Context: an optimization exercise on an open-source flow, tuned for small area, a short achievable clock period and few clock cycles. The choices shown serve that exercise and are no tape-out recipe. Function was checked by simulation only, so behaviour that the tests miss may differ from the original.

==> inputs of build 16 <==
==> flow/design.v <==
module l1ado_core (
    input  wire        clk,
    input  wire        rst,         
    input  wire        ld_we,
    input  wire [7:0]  ld_addr,
    input  wire [7:0]  ld_data,
    input  wire [7:0]  mem_raddr,
    output wire [7:0]  mem_rdata,
    input  wire        start,
    input  wire [7:0]  start_pc,
    input  wire        cap_en,
    input  wire [15:0] cap,
    output reg         busy,
    output reg         done,
    output reg  [1:0]  reason,      
    output wire [7:0]  pc,
    output wire [7:0]  acc,
    output wire [15:0] icount,
    output wire        in_req,
    input  wire        in_valid,
    input  wire [7:0]  in_data,
    output wire        out_valid,
    output wire [7:0]  out_data
);
    localparam [1:0] R_HALTED = 2'd1, R_CAPPED = 2'd2, R_FAULT = 2'd3;
    reg [2047:0] mem;
    function [7:0] alu;
        input [1:0] m;
        input [7:0] x, y;
        case (m)
            2'd0: alu = x + y;
            2'd1: alu = x - y;
            default: alu = ~(x & y);
        endcase
    endfunction
    function is_op;
        input [7:0] o;
        case (o)
            8'h00, 8'h10, 8'h11, 8'h12, 8'h20, 8'h21, 8'h22,
            8'h40, 8'h41, 8'h48, 8'h49, 8'h60, 8'h61, 8'h62,
            8'hC0, 8'hC1, 8'hC8, 8'hC9, 8'hE0, 8'hE1, 8'hE2: is_op = 1'b1;
            default: is_op = 1'b0;
        endcase
    endfunction
    reg [7:0]  a_r, pc_r;
    reg [15:0] icnt, capm1;
    reg        cap_en_r, cap0_r;
    reg        ov_r, end_r;
    reg [7:0]  od_r;
    reg [7:0]  fa_r;           
    reg [6:0]  fe_r;           
    reg        iv_r;           
    reg [7:0]  op_r, k_r, ip_r;
    reg        ind2_r;         
    reg        fres_r;         
    reg        ws_r;           
    reg [7:0]  wa_r;           
    reg  [1023:0] mem_e, mem_o;
    integer bi;
    always @(*)
        for (bi = 0; bi < 128; bi = bi + 1) begin
            mem_e[bi*8 +: 8] = mem[(2*bi)*8 +: 8];
            mem_o[bi*8 +: 8] = mem[(2*bi+1)*8 +: 8];
        end
    wire [7:0] b_e, b_o;
    l1ado_rd128 u_rde (.d(mem_e), .a(fe_r),      .y(b_e));
    l1ado_rd128 u_rdo (.d(mem_o), .a(fa_r[7:1]), .y(b_o));
    wire [7:0] op_f = fa_r[0] ? b_o : b_e;
    wire [7:0] k_f  = fa_r[0] ? b_e : b_o;
    wire [7:0] pa   = busy ? k_r : mem_raddr;
    wire [7:0] mc;
    l1ado_rd256 u_rdc (.d(mem), .a(pa), .y(mc));
    wire e_imm  = ~op_r[6] & ~op_r[4];                   
    wire e_jmp  = op_r[4];                               
    wire e_ind  = op_r[7];
    wire e_st   = op_r[3];                               
    wire e_in   = op_r[3] & op_r[0];                     
    wire e_out  = op_r[6] & ~op_r[5] & ~op_r[3] & op_r[0];   
    wire e_wa   = ~op_r[4] & ~op_r[3] & ~(op_r[6] & ~op_r[5] & op_r[0]);  
    wire e_ok   = is_op(op_r);
    wire e_cond = (op_r[1:0] == 2'd0) | (op_r[0] & a_r[7]) | (op_r[1] & (a_r == 8'd0));
    wire e_tk   = e_jmp & e_cond;
    wire stale   = ws_r & ((wa_r == ip_r) | (wa_r == ip_r + 8'd1));
    wire e_first = e_ind & ~e_st & ~ind2_r;              
    wire e_wait  = e_in & ~in_valid;
    wire e_act   = busy & iv_r & ~cap0_r & e_ok & ~stale;
    wire e_fin   = e_act & ~e_first & ~e_wait;           
    wire [7:0] src   = e_imm ? k_r : mc;
    wire [7:0] a_new = op_r[5] ? alu(op_r[1:0], a_r, src) : src;
    wire [7:0] npc   = e_tk ? k_r : ip_r + 8'd2;
    wire       cap_last = cap_en_r & (icnt == capm1);
    wire       stop_h = e_fin & (npc == 8'd0);
    wire       stop_c = e_fin & ~stop_h & cap_last;
    wire       stop_f = busy & iv_r & ~cap0_r & ~e_ok & ~stale;
    wire       stop   = stop_h | stop_c | stop_f | (busy & cap0_r);
    wire [7:0] w_addr = ~busy ? ld_addr : (e_ind ? mc : k_r);
    wire [7:0] w_data = ~busy ? ld_data : (e_in ? in_data : a_r);
    wire       w_ex   = e_act & e_st & ~e_wait;
    wire       w_en   = (~busy & ld_we) | w_ex;
    wire       mispr  = e_fin & e_tk & ~fres_r & ~e_jmp_uncond;
    wire       e_jmp_uncond = (op_r[1:0] == 2'd0);
    wire       flush  = mispr;
    wire       adv    = busy & ~end_r & ~stop & ~stale & (~iv_r | e_fin);
    wire       f_jmp  = (op_f == 8'h10);
    wire       f_br   = (op_f == 8'h11) | (op_f == 8'h12);
    wire       f_res  = f_br & ~(iv_r & e_wa);           
    wire       f_cond = (op_f[0] & a_r[7]) | (op_f[1] & (a_r == 8'd0));
    wire       f_tk   = f_jmp | (f_res & f_cond);
    integer wi;
    always @(posedge clk) begin
        for (wi = 0; wi < 256; wi = wi + 1)
            if (w_en && w_addr == wi) mem[wi*8 +: 8] <= w_data;
    end
    always @(posedge clk) begin
        ov_r <= 1'b0;
        ws_r <= w_ex;
        wa_r <= w_addr;
        if (rst) begin
            busy  <= 1'b0;
            done  <= 1'b0;
            end_r <= 1'b0;
        end else if (!busy) begin
            if (start) begin
                busy     <= 1'b1;
                done     <= 1'b0;
                end_r    <= 1'b0;
                pc_r     <= start_pc;
                fa_r     <= start_pc;
                fe_r     <= start_pc[7:1] + {6'd0, start_pc[0]};
                iv_r     <= 1'b0;
                ind2_r   <= 1'b0;
                a_r      <= 8'd0;
                icnt     <= 16'd0;
                capm1    <= cap - 16'd1;
                cap_en_r <= cap_en;
                cap0_r   <= cap_en & (cap == 16'd0);
            end
        end else if (end_r) begin
            busy <= 1'b0;
            done <= 1'b1;
        end else begin
            if (e_act) begin
                if (e_wa & ~e_first) a_r <= a_new;
                if (e_out & ~e_first) begin
                    ov_r <= 1'b1;
                    od_r <= mc;
                end
                if (e_first) begin
                    ind2_r <= 1'b1;
                    k_r    <= mc;
                end
            end
            if (e_fin) begin
                pc_r   <= npc;
                icnt   <= icnt + 16'd1;
                ind2_r <= 1'b0;
                iv_r   <= 1'b0;
            end
            if (stop) begin
                if (stop_h) reason <= R_HALTED;
                else if (stop_f) reason <= R_FAULT;
                else reason <= R_CAPPED;
                if (stop_f) pc_r <= ip_r + 8'd1;
                if (e_out & ~e_first & e_fin) begin
                    end_r <= 1'b1;
                end else begin
                    busy <= 1'b0;
                    done <= 1'b1;
                end
            end
            if (stale) begin
                iv_r <= 1'b0;
                fa_r <= ip_r;
                fe_r <= ip_r[7:1] + {6'd0, ip_r[0]};
            end else if (flush) begin
                if (mispr) begin
                    fa_r <= k_r;
                    fe_r <= k_r[7:1] + {6'd0, k_r[0]};
                end
            end else if (adv) begin
                iv_r   <= 1'b1;
                op_r   <= op_f;
                k_r    <= k_f;
                ip_r   <= fa_r;
                fres_r <= f_res;
                if (f_tk) begin
                    fa_r <= k_f;
                    fe_r <= k_f[7:1] + {6'd0, k_f[0]};
                end else begin
                    fa_r <= fa_r + 8'd2;
                    fe_r <= fe_r + 7'd1;
                end
            end
        end
    end
    assign mem_rdata = mc;
    assign pc        = pc_r;
    assign acc       = a_r;
    assign icount    = icnt;
    assign in_req    = ~end_r & e_act & e_in;
    assign out_valid = ov_r;
    assign out_data  = od_r;
endmodule
module l1ado_rd128 (
    input  wire [1023:0] d,
    input  wire [6:0]    a,
    output wire [7:0]    y
);
    wire [511:0] l1;
    wire [127:0] l2;
    wire [31:0]  l3;
    genvar i;
    generate
        for (i = 0; i < 64; i = i + 1) begin : g1
            assign l1[i*8 +: 8] = a[0] ? d[(2*i+1)*8 +: 8] : d[(2*i)*8 +: 8];
        end
        for (i = 0; i < 16; i = i + 1) begin : g2
            assign l2[i*8 +: 8] = l1[(4*i + a[2:1])*8 +: 8];
        end
        for (i = 0; i < 4; i = i + 1) begin : g3
            assign l3[i*8 +: 8] = l2[(4*i + a[4:3])*8 +: 8];
        end
    endgenerate
    assign y = l3[a[6:5]*8 +: 8];
endmodule
module l1ado_rd256 (
    input  wire [2047:0] d,
    input  wire [7:0]    a,
    output wire [7:0]    y
);
    wire [3:0] p0 = 4'b0001 << a[1:0];
    wire [3:0] p1 = 4'b0001 << a[3:2];
    wire [3:0] p2 = 4'b0001 << a[5:4];
    wire [3:0] p3 = 4'b0001 << a[7:6];
    wire [255:0] sel;
    genvar g;
    generate
        for (g = 0; g < 256; g = g + 1) begin : s
            assign sel[g] = p0[g % 4] & p1[(g / 4) % 4] & p2[(g / 16) % 4] & p3[g / 64];
        end
    endgenerate
    reg [7:0] r;
    integer i;
    always @(*) begin
        r = 8'd0;
        for (i = 0; i < 256; i = i + 1)
            r = r | ({8{sel[i]}} & d[i*8 +: 8]);
    end
    assign y = r;
endmodule
==> flow/run.sh <==
#!/bin/bash
# synth_recipe.tcl (not shown) runs the flow's synth.tcl, then flattens the netlist and writes it again
# the make line also repeats each setting of config.mk as NAME=value (left out here)
make -C /OpenROAD-flow-scripts/flow DESIGN_CONFIG=/design/flow/config.mk WORK_HOME=/design/flow/orfs CLKGATE_MAP_FILE= SYNTH_SCRIPT=/design/flow/synth_recipe.tcl finish
==> flow/config.mk <==
export PLATFORM = sky130hd
export DESIGN_NAME = l1ado_core
export DESIGN_NICKNAME = l1ado_core
export VERILOG_FILES = /design/flow/design.v
export SDC_FILE = /design/flow/constraint.sdc
export NUM_CORES = 4
export LEC_CHECK = 0
export CAP_MARGIN = 20
export CORE_MARGIN = 2
export CORE_UTILIZATION = 40
export SETUP_SLACK_MARGIN = 3
export SLEW_MARGIN = 20
export SYNTH_HIERARCHICAL = 1
==> flow/constraint.sdc <==
create_clock -name core_clock -period 10.0 [get_ports {clk}]
set_input_delay 2.0000 -clock core_clock [delete_from_list [all_inputs] [get_ports {clk}]]
set_output_delay 2.0000 -clock core_clock [all_outputs]
set_load 0.01 [all_outputs]
==> inputs of trial 98, as changes to build 16 <==
--- a/flow/design.v
+++ b/flow/design.v
@@ -54,3 +54,5 @@
     reg        ind2_r;         
-    reg        fres_r;         
+    reg        hit_r;          
+    reg        pt_v;
+    reg [7:0]  pt_tag, pt_val;
     reg        ws_r;           
@@ -65,7 +67,11 @@
     wire [7:0] b_e, b_o;
-    l1ado_rd128 u_rde (.d(mem_e), .a(fe_r),      .y(b_e));
-    l1ado_rd128 u_rdo (.d(mem_o), .a(fa_r[7:1]), .y(b_o));
-    wire [7:0] op_f = fa_r[0] ? b_o : b_e;
-    wire [7:0] k_f  = fa_r[0] ? b_e : b_o;
-    wire [7:0] pa   = busy ? k_r : mem_raddr;
+    wire       f_rd = iv_r & e_tk;                  
+    wire [7:0] fa_c = ~busy ? start_pc : f_rd ? k_r : fa_r;
+    wire [6:0] fe_c = ~busy ? start_pc[7:1] + {6'd0, start_pc[0]} :
+                      f_rd  ? k_r[7:1] + {6'd0, k_r[0]} : fe_r;
+    l1ado_rd128 u_rde (.d(mem_e), .a(fe_c),      .y(b_e));
+    l1ado_rd128 u_rdo (.d(mem_o), .a(fa_c[7:1]), .y(b_o));
+    wire [7:0] op_f = fa_c[0] ? b_o : b_e;
+    wire [7:0] k_f  = fa_c[0] ? b_e : b_o;
+    wire [7:0] pa   = ~busy ? mem_raddr : hit_r ? pt_val : k_r;
     wire [7:0] mc;
@@ -83,3 +89,3 @@
     wire stale   = ws_r & ((wa_r == ip_r) | (wa_r == ip_r + 8'd1));
-    wire e_first = e_ind & ~e_st & ~ind2_r;              
+    wire e_first = e_ind & ~e_st & ~ind2_r & ~hit_r;              
     wire e_wait  = e_in & ~in_valid;
@@ -99,11 +105,3 @@
     wire       w_en   = (~busy & ld_we) | w_ex;
-    wire       mispr  = e_fin & e_tk & ~fres_r & ~e_jmp_uncond;
-    wire       e_jmp_uncond = (op_r[1:0] == 2'd0);
-    wire       flush  = mispr;
     wire       adv    = busy & ~end_r & ~stop & ~stale & (~iv_r | e_fin);
-    wire       f_jmp  = (op_f == 8'h10);
-    wire       f_br   = (op_f == 8'h11) | (op_f == 8'h12);
-    wire       f_res  = f_br & ~(iv_r & e_wa);           
-    wire       f_cond = (op_f[0] & a_r[7]) | (op_f[1] & (a_r == 8'd0));
-    wire       f_tk   = f_jmp | (f_res & f_cond);
     integer wi;
@@ -127,5 +125,10 @@
                 pc_r     <= start_pc;
-                fa_r     <= start_pc;
-                fe_r     <= start_pc[7:1] + {6'd0, start_pc[0]};
-                iv_r     <= 1'b0;
+                iv_r     <= 1'b1;
+                op_r     <= op_f;
+                k_r      <= k_f;
+                hit_r    <= 1'b0;
+                pt_v     <= 1'b0;
+                ip_r     <= start_pc;
+                fa_r     <= fa_c + 8'd2;
+                fe_r     <= fe_c + 7'd1;
                 ind2_r   <= 1'b0;
@@ -150,2 +153,5 @@
                     k_r    <= mc;
+                    pt_v   <= 1'b1;
+                    pt_tag <= k_r;
+                    pt_val <= mc;
                 end
@@ -170,2 +176,3 @@
             end
+            if (w_ex && w_addr == pt_tag) pt_val <= w_data;
             if (stale) begin
@@ -174,7 +181,2 @@
                 fe_r <= ip_r[7:1] + {6'd0, ip_r[0]};
-            end else if (flush) begin
-                if (mispr) begin
-                    fa_r <= k_r;
-                    fe_r <= k_r[7:1] + {6'd0, k_r[0]};
-                end
             end else if (adv) begin
@@ -183,11 +185,6 @@
                 k_r    <= k_f;
-                ip_r   <= fa_r;
-                fres_r <= f_res;
-                if (f_tk) begin
-                    fa_r <= k_f;
-                    fe_r <= k_f[7:1] + {6'd0, k_f[0]};
-                end else begin
-                    fa_r <= fa_r + 8'd2;
-                    fe_r <= fe_r + 7'd1;
-                end
+                hit_r  <= pt_v & (k_f == pt_tag) & op_f[7] & ~op_f[3];
+                ip_r   <= fa_c;
+                fa_r   <= fa_c + 8'd2;
+                fe_r   <= fe_c + 7'd1;
             end
@@ -230,21 +227,18 @@
 );
-    wire [3:0] p0 = 4'b0001 << a[1:0];
-    wire [3:0] p1 = 4'b0001 << a[3:2];
-    wire [3:0] p2 = 4'b0001 << a[5:4];
-    wire [3:0] p3 = 4'b0001 << a[7:6];
-    wire [255:0] sel;
-    genvar g;
+    wire [511:0] l1;
+    wire [127:0] l2;
+    wire [31:0]  l3;
+    genvar i;
     generate
-        for (g = 0; g < 256; g = g + 1) begin : s
-            assign sel[g] = p0[g % 4] & p1[(g / 4) % 4] & p2[(g / 16) % 4] & p3[g / 64];
+        for (i = 0; i < 64; i = i + 1) begin : g1
+            assign l1[i*8 +: 8] = d[(4*i + a[1:0])*8 +: 8];
+        end
+        for (i = 0; i < 16; i = i + 1) begin : g2
+            assign l2[i*8 +: 8] = l1[(4*i + a[3:2])*8 +: 8];
+        end
+        for (i = 0; i < 4; i = i + 1) begin : g3
+            assign l3[i*8 +: 8] = l2[(4*i + a[5:4])*8 +: 8];
         end
     endgenerate
-    reg [7:0] r;
-    integer i;
-    always @(*) begin
-        r = 8'd0;
-        for (i = 0; i < 256; i = i + 1)
-            r = r | ({8{sel[i]}} & d[i*8 +: 8]);
-    end
-    assign y = r;
+    assign y = l3[a[7:6]*8 +: 8];
 endmodule
CORE_UTILIZATION = 55   (was 40)
CTS_BUF_LIST = sky130_fd_sc_hd__clkbuf_4 sky130_fd_sc_hd__clkbuf_8   (was default)
==> key figures <==
Status
  • Status: complete, no violations

Die
  • Die W: 440 um

Global route
  • Global route overflow: 0
  • First-pass GRT wire length: 534000 um

Logic synthesis
  • Synth Warn #: 7
  • Net Count, Synth: 5579
  • Area contributors post-synth: edfxtp_1 (62%), mux4_2 (24%), mux2i_1 (2.5%)

Placement
  • Placement Setup Slack: 0.291 ns
[end of results for trial 98]
==> key figures <==
Status
  • Error message: [ERROR GRT-0116] Global routing finished with congestion. Check the congestion regions in the DRC Viewer.
  • Status: stopped before the end
  • Stopped at: global routing

Global route
  • Global route overflow: 187
  • First-pass GRT wire length: 1190000 um

Placement
  • Placement Setup Slack: 0.0341 ns
  • Global placement routability congestion: 1.37

Logic synthesis
  • Synth Warn #: 8
  • Area contributors post-synth: edfxtp_1 (63%), mux4_2 (15%), a22oi_1 (2.3%)
  • Net Count, Synth: 6458
[end of results for build 16]
Testbench counts of build 16, summed over its fixed seeds: cycles 32,500.
Testbench counts of trial 98, summed over its fixed seeds: cycles 29,239.

## what the ideal ports hide
The flow's constraints put no driver on any port. The routed layout listed below was extracted and timed again, unchanged, in two steps.
Step 1 sets driving cells, clkbuf_16 on the clock port and buf_2 on the other inputs (assumed; they add their load-dependent delay and slew).
Step 2 adds t to the input delays and takes it off the output delays; t is the mean of the earliest and latest rising clock arrival at the registers after step 1. Input paths then give back, and output paths get back, about the clock's delay inside the block.
Three values: no drivers, after step 1, after step 2; two values: the first two.
run: trial 98
t, ns: 1.191
slack for setup (ns): 2.706 / 2.651 / 1.773
slew at the worst register clock pin (ns): 0.07 / 0.07
cell pins on the clock port's net: 1
After both steps trial 98 still meets setup and hold. For trial 98, drivers alone change the setup slack by -0.055 ns; drivers and shift together by -0.933 ns.
